What follows belongs to an exercise in optimizing a design on an open flow for small area, a short achievable clock period and few clock cycles; a production flow would make more cautious choices.
At most, simulation tests tie the RTL to the original design; equivalence was not proved.
Power is estimated from default activity; no workload was simulated.

// bfi_decoder
module bfi_decoder (
    input  wire         clk,
    input  wire         rst,
    input  wire         req_valid,
    output wire         req_ready,
    input  wire [7:0]   req_cmd,
    input  wire [15:0]  req_len,
    input  wire [39:0]  req_fields,
    input  wire [4:0]   req_p,
    input  wire [127:0] req_widths,
    input  wire [15:0]  req_n,
    input  wire [63:0]  req_ts,
    output wire         mem_req,
    output wire [15:0]  mem_addr,
    input  wire         mem_gnt,
    input  wire [7:0]   mem_rdata,
    output wire         ang_valid,
    input  wire         ang_ready,
    output wire [15:0]  ang_data,
    output reg          resp_valid,
    output wire [3:0]   resp_status,
    output wire [63:0]  resp_data,
    output wire [4:0]   resp_p,
    output wire [15:0]  resp_n,
    output wire [127:0] resp_widths,
    output wire [5:0]   resp_dtn,
    output wire [23:0]  err_required,
    output wire [18:0]  err_available,
    output wire [7:0]   err_given,
    output wire [3:0]   err_allowed
);
    localparam I_IDLE = 0;
    localparam I_HDR  = 1;    
    localparam I_LOOK = 2;    
    localparam I_SCAN = 3;    
    localparam I_MUL  = 4;    
    localparam I_CMP  = 5;    
    localparam I_STRM = 6;    
    localparam [6:0] S_IDLE = 7'b0000001;
    localparam [6:0] S_HDR  = 7'b0000010;
    localparam [6:0] S_LOOK = 7'b0000100;
    localparam [6:0] S_SCAN = 7'b0001000;
    localparam [6:0] S_MUL  = 7'b0010000;
    localparam [6:0] S_CMP  = 7'b0100000;
    localparam [6:0] S_STRM = 7'b1000000;
    reg [6:0]  state;
    wire idle   = state[I_IDLE];
    wire s_hdr  = state[I_HDR];
    wire s_look = state[I_LOOK];
  ...
For scale: about 300 flip-flops, about 600 I/O pins.
make LEC_CHECK=0 CAP_MARGIN=20 CORE_MARGIN=2 CORE_UTILIZATION=40 SLEW_MARGIN=20 finish   # period 15.0 ns
run.sh (not shown) runs the stock make flow with config.mk's settings and CLKGATE_MAP_FILE= SYNTH_SCRIPT=/design/flow/synth_recipe.tcl, a recipe that flattens the netlist after the stock synthesis.
The baseline passed the timing, DRC and antenna checks.
Testbench counts at the start, summed over its fixed seeds: cycles 66,096.
==> next run, changes <==
==> flow/flow/run.sh (new file) <==
#!/bin/bash
# Standard ORFS layout, with timing repair aimed past the 15 ns clock:
# repair_timing keeps working until the setup slack reaches the margin.
set -euo pipefail
bash standard.sh SETUP_SLACK_MARGIN=${MARGIN:-11} finish > standard.log 2>&1
==> flow/standard.sh (new file) <==
#!/bin/bash
# synth_recipe.tcl (not shown) runs the flow's synth.tcl, then flattens the netlist and writes it again
# the make line also repeats each setting of config.mk as NAME=value (left out here)
make -C /OpenROAD-flow-scripts/flow DESIGN_CONFIG=/design/flow/config.mk WORK_HOME=/design/flow/orfs CLKGATE_MAP_FILE= SYNTH_SCRIPT=/design/flow/synth_recipe.tcl "${@:-finish}"
removed: flow/run.sh
Effect: Synthesized cell count is unchanged. Global-route usage rose by 2.6 points. Worst hold slack gets better by 0.013 ns. Total power rose by 4.9%.

* * *

Another version of the RTL of bfi_decoder (not shown whole).
For scale: roughly 2200 cells after synthesis, ~300 flip-flops, about 600 I/O pins, about 0.021 mm² of cells after synthesis.
clock: 15.0 ns
lec_check: 0
cap_margin: 20
core_margin: 2
core_utilization: 40
cts_cluster_diameter: 80
cts_cluster_size: 20
slew_margin: 20
tns_end_percent: 5
standard.sh (not shown) runs the stock make flow with config.mk's settings and CLKGATE_MAP_FILE= SYNTH_SCRIPT=/design/flow/synth_recipe.tcl, a recipe that flattens the netlist after the stock synthesis.
==> flow/flow/run.sh <==
#!/bin/bash
# Standard ORFS layout, with two changes to how it is made:
#  - the I/O ports are buffered with buf_1 (then resized by repair) instead of
#    the default delay-buffer cell;
#  - timing repair keeps working until the setup slack reaches the margin, past
#    the 15 ns clock.
set -euo pipefail
bash standard.sh "BUFFER_PORTS_ARGS=-buffer_cell sky130_fd_sc_hd__buf_1" \
    SETUP_SLACK_MARGIN=${MARGIN:-11} finish > standard.log 2>&1
The baseline went through all stages and came out clean.
Testbench counts at the start, summed over its fixed seeds: cycles 66,115.
Next try:
--- a/flow/flow/run.sh
+++ b/flow/flow/run.sh
@@ -7,3 +7,3 @@
 set -euo pipefail
 bash standard.sh "BUFFER_PORTS_ARGS=-buffer_cell sky130_fd_sc_hd__buf_1" \
-    SETUP_SLACK_MARGIN=${MARGIN:-11} finish > standard.log 2>&1
+    SETUP_SLACK_MARGIN=${MARGIN:-10.7} finish > standard.log 2>&1
CORE_UTILIZATION = 65   (was 40)
TNS_END_PERCENT = default   (was 5)
Power falls by 3.9%.
Worst hold slack gains 0.032 ns.
Global-route usage rises by 18 points.
Routed wire length stays flat.
Setup slack is worse by 0.057 ns.
Clock power falls by 15%.
Clock-buffer cell count goes up by 4.
Die area falls by 38%.
Combinational power increases by about 2%.
Next try:
CORE_UTILIZATION = 40   (was 65)
Result: Clock skew went up by 0.015 ns; die area went up by well over a third; register-to-register slack improved by 0.12 ns; global-route usage went down by 18 points; setup slack improved by 0.043 ns; total power went up by roughly a tenth.
Next try:
CORE_UTILIZATION = 55   (was 40)
Via count hardly moves. Maximum frequency stays flat. Hold slack gains 0.0069 ns. Sequential share of layout area is higher by 1.2 points. Cell area is lower by about 3.5%.
Next try:
CORE_UTILIZATION = 50   (was 55)
CTS_CLUSTER_DIAMETER = 90   (was 80)
CTS_CLUSTER_SIZE = 24   (was 20)
- via count came out lower by about 0.5%
- hold slack gets better by 0.0039 ns
- final area hardly moves
- global-route usage came out lower by 2.8 points
Next try:
CORE_UTILIZATION = 60   (was 50)
Final cell count fell by a few percent.
Count of clock-buffer cells in the layout fell by 5.
Non-clock buffer count drops by 1.
Wire length fell by a few percent.
Via count grows slightly.
Design area came out lower slightly.
Die area is lower by about a fifth.
Power falls by a few percent.

* * *

run A:
Another version of the RTL of bfi_decoder (not shown whole).
For scale: ~310 flip-flops, roughly 600 I/O pins, about 0.021 mm² of cells after synthesis.
Settings: LEC_CHECK=0, CAP_MARGIN=20, CORE_MARGIN=2, CORE_UTILIZATION=40, CTS_CLUSTER_DIAMETER=80, CTS_CLUSTER_SIZE=20, SLEW_MARGIN=20; clock period 15.0 ns.
==> flow/flow/run.sh <==
#!/bin/bash
# Standard ORFS layout, with two changes to how it is made:
#  - the I/O ports are buffered with buf_1 (then resized by repair) instead of
#    the default delay-buffer cell;
#  - timing repair keeps working until the setup slack reaches the margin, past
#    the 15 ns clock.
set -euo pipefail
bash standard.sh "BUFFER_PORTS_ARGS=-buffer_cell sky130_fd_sc_hd__buf_1" \
    SETUP_SLACK_MARGIN=${MARGIN:-11} finish > standard.log 2>&1
Testbench counts of run A, summed over its fixed seeds: cycles 66,096.
## Diff of input files: run B against run A
diff --git a/flow/flow/run.sh b/flow/flow/run.sh
--- a/flow/flow/run.sh
+++ b/flow/flow/run.sh
@@ -9 +9 @@
-    SETUP_SLACK_MARGIN=${MARGIN:-11} finish > standard.log 2>&1
+    SETUP_SLACK_MARGIN=${MARGIN:-10.7} finish > standard.log 2>&1
Notes after the runs:
Relative to run A, the total chip power of run B is lower by 98 µW. Relative to run A, run B improves final critical-path setup slack. Compared run B against run A; sequential power within noise. Data arrival time of the critical path: run B < run A. Part of the total power dissipated in combinational logic delta for run B relative to run A: 2.5 points lower. From run A to run B the numbers moved as follows: clock period minus final worst setup slack went down; combined global-route utilization of all metal layers went down.
Modified inputs, run C compared to run B
diff --git a/flow/flow/run.sh b/flow/flow/run.sh
--- a/flow/flow/run.sh
+++ b/flow/flow/run.sh
@@ -9 +9 @@
-    SETUP_SLACK_MARGIN=${MARGIN:-10.7} finish > standard.log 2>&1
+    SETUP_SLACK_MARGIN=${MARGIN:-10.5} finish > standard.log 2>&1
Notes after the runs:
Relative to run B, combinational group share of total power has decreased by 0.9 points in run C. Diff run B -> run C | number of antenna repair diodes | decrease of 1. Re share of the clock period used by the worst path: run C is 0.95 points up on run B. [diff] half-perimeter wire length after placement, run C relative to run B: regression. Total cell area at the placement stage across run C and run B: no real change. For the total power, run C came in 0.69% higher than run B did.
--- input diff run C..run D ---
diff --git a/flow/flow/run.sh b/flow/flow/run.sh
--- a/flow/flow/run.sh
+++ b/flow/flow/run.sh
@@ -9 +9 @@
-    SETUP_SLACK_MARGIN=${MARGIN:-10.5} finish > standard.log 2>&1
+    SETUP_SLACK_MARGIN=${MARGIN:-10.85} finish > standard.log 2>&1
==> comparison <==
- Sort run D and run C by detailed-routed wire length on met3, ascending, and run C comes first.
- STATUS maximum frequency: run D wins against run C
- Changes observed in run D relative to run C: proportion of register bits with asynchronous set or reset after synthesis level; clock-pin slew on the worst setup and hold paths level.

* * *

bfi_decoder, a different RTL version from the one above (not shown whole).
For scale: about 320 flip-flops, roughly 600 I/O pins.
Settings: LEC_CHECK=0, CAP_MARGIN=20, CORE_MARGIN=2, CORE_UTILIZATION=65, SLEW_MARGIN=20; clock period 15.0 ns.
run.sh (not shown) runs the stock make flow with config.mk's settings and CLKGATE_MAP_FILE= SYNTH_SCRIPT=/design/flow/synth_recipe.tcl, a recipe that flattens the netlist after the stock synthesis.
Stock flow here: none of the scripts above is used.
The first run finished clean.
Next try:
Settings changed: CORE_UTILIZATION 65 to 40.
Via count is lower by roughly a tenth.
Setup slack loses 82 ps.
Routed wire length shrinks slightly.
Sequential share of layout area fell by 0.51 points.
Register-to-register slack loses 120 ps.
Clock skew is about the same.
Global-route usage goes down by 18 points.
Next try:
==> flow/flow/run.sh (new file) <==
#!/bin/bash
# Standard ORFS layout, with timing repair aimed past the 15 ns clock:
# repair_timing keeps working until the setup slack reaches the margin.
set -euo pipefail
bash standard.sh SETUP_SLACK_MARGIN=${MARGIN:-10} finish > standard.log 2>&1
==> flow/standard.sh (new file) <==
#!/bin/bash
# synth_recipe.tcl (not shown) runs the flow's synth.tcl, then flattens the netlist and writes it again
# the make line also repeats each setting of config.mk as NAME=value (left out here)
make -C /OpenROAD-flow-scripts/flow DESIGN_CONFIG=/design/flow/config.mk WORK_HOME=/design/flow/orfs CLKGATE_MAP_FILE= SYNTH_SCRIPT=/design/flow/synth_recipe.tcl "${@:-finish}"
removed: flow/run.sh
Via count rises slightly.
Critical path depth increases by 1.
Clock skew increases by 3.7 ps.
No functional check of the RTL was part of any run of this note.

* * *

lagoon:
RTL: one of the versions met above, not the one the previous note started from.
Size in the first run: roughly 2200 cells after synthesis, ~21000 um2 of cells after synthesis.
==> flow/design.v (excerpt) <==
module bfi_decoder (
    input  wire         clk,
    input  wire         rst,
    input  wire         req_valid,
    output wire         req_ready,
    input  wire [7:0]   req_cmd,
    input  wire [15:0]  req_len,
    input  wire [39:0]  req_fields,
    input  wire [4:0]   req_p,
    input  wire [127:0] req_widths,
    input  wire [15:0]  req_n,
    input  wire [63:0]  req_ts,
    output wire         mem_req,
    output wire [15:0]  mem_addr,
    input  wire         mem_gnt,
    input  wire [7:0]   mem_rdata,
    output wire         ang_valid,
    input  wire         ang_ready,
    output wire [15:0]  ang_data,
    output reg          resp_valid,
    output wire [3:0]   resp_status,
    output wire [63:0]  resp_data,
    output wire [4:0]   resp_p,
    output wire [15:0]  resp_n,
    output wire [127:0] resp_widths,
    output wire [5:0]   resp_dtn,
    output wire [23:0]  err_required,
    output wire [18:0]  err_available,
    output wire [7:0]   err_given,
    output wire [3:0]   err_allowed
);
clock: 15.0 ns
lec_check: 0
cap_margin: 20
core_margin: 2
core_utilization: 40
slew_margin: 20
standard.sh (not shown) runs the stock make flow with config.mk's settings and CLKGATE_MAP_FILE= SYNTH_SCRIPT=/design/flow/synth_recipe.tcl, a recipe that flattens the netlist after the stock synthesis.
==> flow/flow/run.sh <==
#!/bin/bash
# Standard ORFS layout, with two changes to how it is made:
#  - the I/O ports are buffered with buf_1 (then resized by repair) instead of
#    the default delay-buffer cell;
#  - timing repair keeps working until the setup slack reaches the margin, past
#    the 15 ns clock.
set -euo pipefail
bash standard.sh "BUFFER_PORTS_ARGS=-buffer_cell sky130_fd_sc_hd__buf_1" \
    SETUP_SLACK_MARGIN=${MARGIN:-10.7} finish > standard.log 2>&1
Testbench counts of lagoon, summed over its fixed seeds: cycles 66,096.
## Diff of input files: amber against lagoon
--- a/flow/flow/run.sh
+++ b/flow/flow/run.sh
@@ -7,3 +7,3 @@
 set -euo pipefail
 bash standard.sh "BUFFER_PORTS_ARGS=-buffer_cell sky130_fd_sc_hd__buf_1" \
-    SETUP_SLACK_MARGIN=${MARGIN:-10.7} finish > standard.log 2>&1
+    SETUP_SLACK_MARGIN=${MARGIN:-11} finish > standard.log 2>&1
Diff amber and lagoon: length in cells of the worst reg-to-reg path lower in amber. Measured against each other, amber and lagoon differ in met3 wire length, the higher figure coming from amber. Summary of amber over lagoon: wire length climbed about 6%, area of the mapped netlist barely changed. A launch point of the worst path of lim[9] is what lagoon shows, while st2 belongs to amber. amber vs. lagoon: met1 capacity usage during global routing went up by 0.43 points. Cmp amber and lagoon / clock-buffer cell count / higher: lagoon.

* * *

Setup of maple:
RTL: one of the versions met above, not the one the previous note started from.
Size: about 2200 cells after synthesis, ~300 flip-flops, ~0.021 mm^2 of cells after synthesis.
clock: 15.0 ns
lec_check: 0
cap_margin: 20
core_margin: 2
core_utilization: 55
cts_cluster_diameter: 90
cts_cluster_size: 24
slew_margin: 20
==> flow/flow/run.sh <==
#!/bin/bash
# Standard ORFS layout, with two changes to how it is made:
#  - the I/O ports are buffered with buf_1 (then resized by repair) instead of
#    the default delay-buffer cell;
#  - timing repair keeps working until the setup slack reaches the margin, past
#    the 15 ns clock.
set -euo pipefail
bash standard.sh "BUFFER_PORTS_ARGS=-buffer_cell sky130_fd_sc_hd__buf_1" \
    SETUP_SLACK_MARGIN=${MARGIN:-10.65} finish > standard.log 2>&1
Testbench counts of maple, summed over its fixed seeds: cycles 66,115.
> inputs changed (maple -> birch)
diff --git a/flow/flow/run.sh b/flow/flow/run.sh
--- a/flow/flow/run.sh
+++ b/flow/flow/run.sh
@@ -7,3 +7,3 @@
 set -euo pipefail
 bash standard.sh "BUFFER_PORTS_ARGS=-buffer_cell sky130_fd_sc_hd__buf_1" \
-    SETUP_SLACK_MARGIN=${MARGIN:-10.65} finish > standard.log 2>&1
+    SETUP_SLACK_MARGIN=${MARGIN:-10.7} finish > standard.log 2>&1
- birch | status: complete | timing, DRC, antenna: pass
- Number of clock buffers in the layout | birch above maple
- Non-clock buffer count (birch vs. maple) increases by a few percent
- Relative to maple, switching component of the power has increased by 0.78% in birch.
- Compared with maple, birch shows a lower cell internal power dissipation.
- Critical path arrival on birch is down relative to maple.
- birch — overall routed net length about 1.3% higher, maple as reference
- Going from maple to birch, overall power shrinks by 1.1%.

* * *

Another version of the RTL of bfi_decoder (not shown whole).
Size in the first run: roughly 2200 cells after synthesis, ~300 flip-flops, about 600 I/O pins.
## bfi_decoder
module bfi_decoder (
    input  wire         clk,
    input  wire         rst,
    input  wire         req_valid,
    output wire         req_ready,
    input  wire [7:0]   req_cmd,
    input  wire [15:0]  req_len,
    input  wire [39:0]  req_fields,
    input  wire [4:0]   req_p,
    input  wire [127:0] req_widths,
    input  wire [15:0]  req_n,
    input  wire [63:0]  req_ts,
    output wire         mem_req,
    output wire [15:0]  mem_addr,
    input  wire         mem_gnt,
    input  wire [7:0]   mem_rdata,
    output wire         ang_valid,
    input  wire         ang_ready,
    output wire [15:0]  ang_data,
    output reg          resp_valid,
    output wire [3:0]   resp_status,
    output wire [63:0]  resp_data,
    output wire [4:0]   resp_p,
    output wire [15:0]  resp_n,
    output wire [127:0] resp_widths,
    output wire [5:0]   resp_dtn,
    output wire [23:0]  err_required,
    output wire [18:0]  err_available,
    output wire [7:0]   err_given,
    output wire [3:0]   err_allowed
);
    localparam I_IDLE = 0;
    localparam I_HDR  = 1;    
    localparam I_LOOK = 2;    
    localparam I_SCAN = 3;    
    localparam I_MUL  = 4;    
    localparam I_CMP  = 5;    
    localparam I_STRM = 6;    
    localparam [6:0] S_IDLE = 7'b0000001;
    localparam [6:0] S_HDR  = 7'b0000010;
    localparam [6:0] S_LOOK = 7'b0000100;
    localparam [6:0] S_SCAN = 7'b0001000;
    localparam [6:0] S_MUL  = 7'b0010000;
    localparam [6:0] S_CMP  = 7'b0100000;
    localparam [6:0] S_STRM = 7'b1000000;
    reg [6:0]  state;
    wire idle   = state[I_IDLE];
    wire s_hdr  = state[I_HDR];
    wire s_look = state[I_LOOK];
    wire s_scan = state[I_SCAN];
    wire s_mul  = state[I_MUL];
    wire s_cmp  = state[I_CMP];
    wire s_strm = state[I_STRM];
    wire s_pre  = s_mul || s_cmp;
    reg        rdy;          
    reg        d_bw, d_hdr, d_res, d_ext, d_frm, d_short;
  ...
==> flow/config.mk <==
export PLATFORM = sky130hd
export DESIGN_NAME = bfi_decoder
export DESIGN_NICKNAME = bfi_decoder
export VERILOG_FILES = /design/flow/design.v
export SDC_FILE = /design/flow/constraint.sdc
export NUM_CORES = 4
export LEC_CHECK = 0
export CAP_MARGIN = 20
export CORE_MARGIN = 2
export CORE_UTILIZATION = 40
export SLEW_MARGIN = 20
==> flow/constraint.sdc <==
create_clock -name core_clock -period 15.0 [get_ports {clk}]
set_input_delay 3.0000 -clock core_clock [delete_from_list [all_inputs] [get_ports {clk}]]
set_output_delay 3.0000 -clock core_clock [all_outputs]
set_load 0.01 [all_outputs]
==> flow/flow/run.sh <==
#!/bin/bash
# Standard ORFS layout, with timing repair aimed past the 15 ns clock:
# repair_timing keeps working until the setup slack reaches the margin.
set -euo pipefail
bash standard.sh SETUP_SLACK_MARGIN=${MARGIN:-11} finish > standard.log 2>&1
The starting point passed the timing, DRC and antenna checks.
Testbench counts at the start, summed over its fixed seeds: cycles 66,096.
Next try:
==> flow/flow/run.sh (replaced) <==
#!/bin/bash
# Standard ORFS layout, with two changes to how it is made:
#  - the I/O ports are buffered with buf_1 (then resized by repair) instead of
#    the default delay-buffer cell;
#  - timing repair keeps working until the setup slack reaches the margin, past
#    the 15 ns clock.
set -euo pipefail
bash standard.sh "BUFFER_PORTS_ARGS=-buffer_cell sky130_fd_sc_hd__buf_1" \
    SETUP_SLACK_MARGIN=${MARGIN:-11} finish > standard.log 2>&1
After rerunning: Global-route usage is lower by 0.70 points. Fmax is about the same. Routed wire length is lower by 2.2%. Clock skew is higher by 0.013 ns. Cell area is lower by 5.9%. Utilization is lower by 3.3 points. Worst setup slack is worse by 0.0057 ns. Clock power is higher by 4.4%. Synthesized cell count does not change. Count of clock-buffer cells in the layout is lower by 2.

-- re-timing with driven ports --
Ports are ideal in the flow. The routed layouts listed here were re-timed in OpenROAD. Step 1, drivers: a clkbuf_16 drives clk and a buf_2 each remaining input, both assumed. Step 2 times the ports against the registers' clock, not the clock port: input delays grow and output delays shrink by t, the midpoint of the rising clock arrivals with the driver on. a / b / c = ideal ports / drivers / drivers and shift; a / b = the first two.
run | t, ns | setup WS [ns] | worst setup path after step 2 | clock arrival spread, ns | worst register clock-pin slew, ns
the first run of note 1 | 0.613 | 9.173 / 9.112 / 8.886 | input to register | 0.027 / 0.027 | 0.07 / 0.07
the second run of note 1 | 0.618 | 10.178 / 10.115 / 10.083 | input to register | 0.016 / 0.016 | 0.06 / 0.06
the first run of note 2 | 0.633 | 10.698 / 10.636 / 10.112 | input to register | 0.030 / 0.030 | 0.10 / 0.10
the second run of note 2 | 0.595 | 10.641 / 10.628 / 10.081 | input to register | 0.034 / 0.035 | 0.10 / 0.10
the third run of note 2 | 0.656 | 10.684 / 10.623 / 10.159 | input to register | 0.050 / 0.050 | 0.09 / 0.09
the fourth run of note 2 | 0.616 | 10.677 / 10.616 / 10.202 | input to register | 0.034 / 0.034 | 0.10 / 0.10
the fifth run of note 2 | 0.589 | 10.691 / 10.634 / 10.187 | input to register | 0.018 / 0.018 | 0.11 / 0.11
the sixth run of note 2 | 0.577 | 10.681 / 10.621 / 10.189 | input to register | 0.018 / 0.018 | 0.10 / 0.10
run A | 0.657 | 10.679 / 10.620 / 10.333 | input to register | 0.042 / 0.042 | 0.10 / 0.10
run B | 0.633 | 10.723 / 10.658 / 10.168 | input to register | 0.021 / 0.021 | 0.09 / 0.09
run C | 0.647 | 10.581 / 10.521 / 10.016 | input to register | 0.021 / 0.020 | 0.09 / 0.09
run D | 0.639 | 10.694 / 10.629 / 10.278 | input to register | 0.040 / 0.040 | 0.09 / 0.09
the first run of note 4 | 0.599 | 8.964 / 8.904 / 8.599 | input to register | 0.011 / 0.011 | 0.07 / 0.07
the second run of note 4 | 0.631 | 8.882 / 8.815 / 9.099 | input to register | 0.014 / 0.013 | 0.07 / 0.07
the third run of note 4 | 0.619 | 9.964 / 9.898 / 9.359 | input to register | 0.018 / 0.017 | 0.07 / 0.07
lagoon | 0.621 | 10.716 / 10.655 / 10.169 | input to register | 0.022 / 0.023 | 0.06 / 0.06
amber | 0.616 | 10.729 / 10.669 / 10.270 | input to register | 0.018 / 0.018 | 0.06 / 0.06
maple | 0.581 | 10.622 / 10.636 / 10.074 | input to register | 0.027 / 0.027 | 0.11 / 0.11
birch | 0.572 | 10.692 / 10.634 / 10.282 | input to register | 0.026 / 0.026 | 0.11 / 0.11
the first run of note 7 | 0.605 | 10.755 / 10.697 / 10.431 | input to register | 0.010 / 0.010 | 0.06 / 0.06
the second run of note 7 | 0.618 | 10.749 / 10.689 / 10.458 | input to register | 0.024 / 0.024 | 0.07 / 0.07
After both steps every run listed still meets setup and hold. The setup slack of the third run of note 4, which loses most, moves by -0.066 ns with the drivers and by -0.605 ns with both steps.
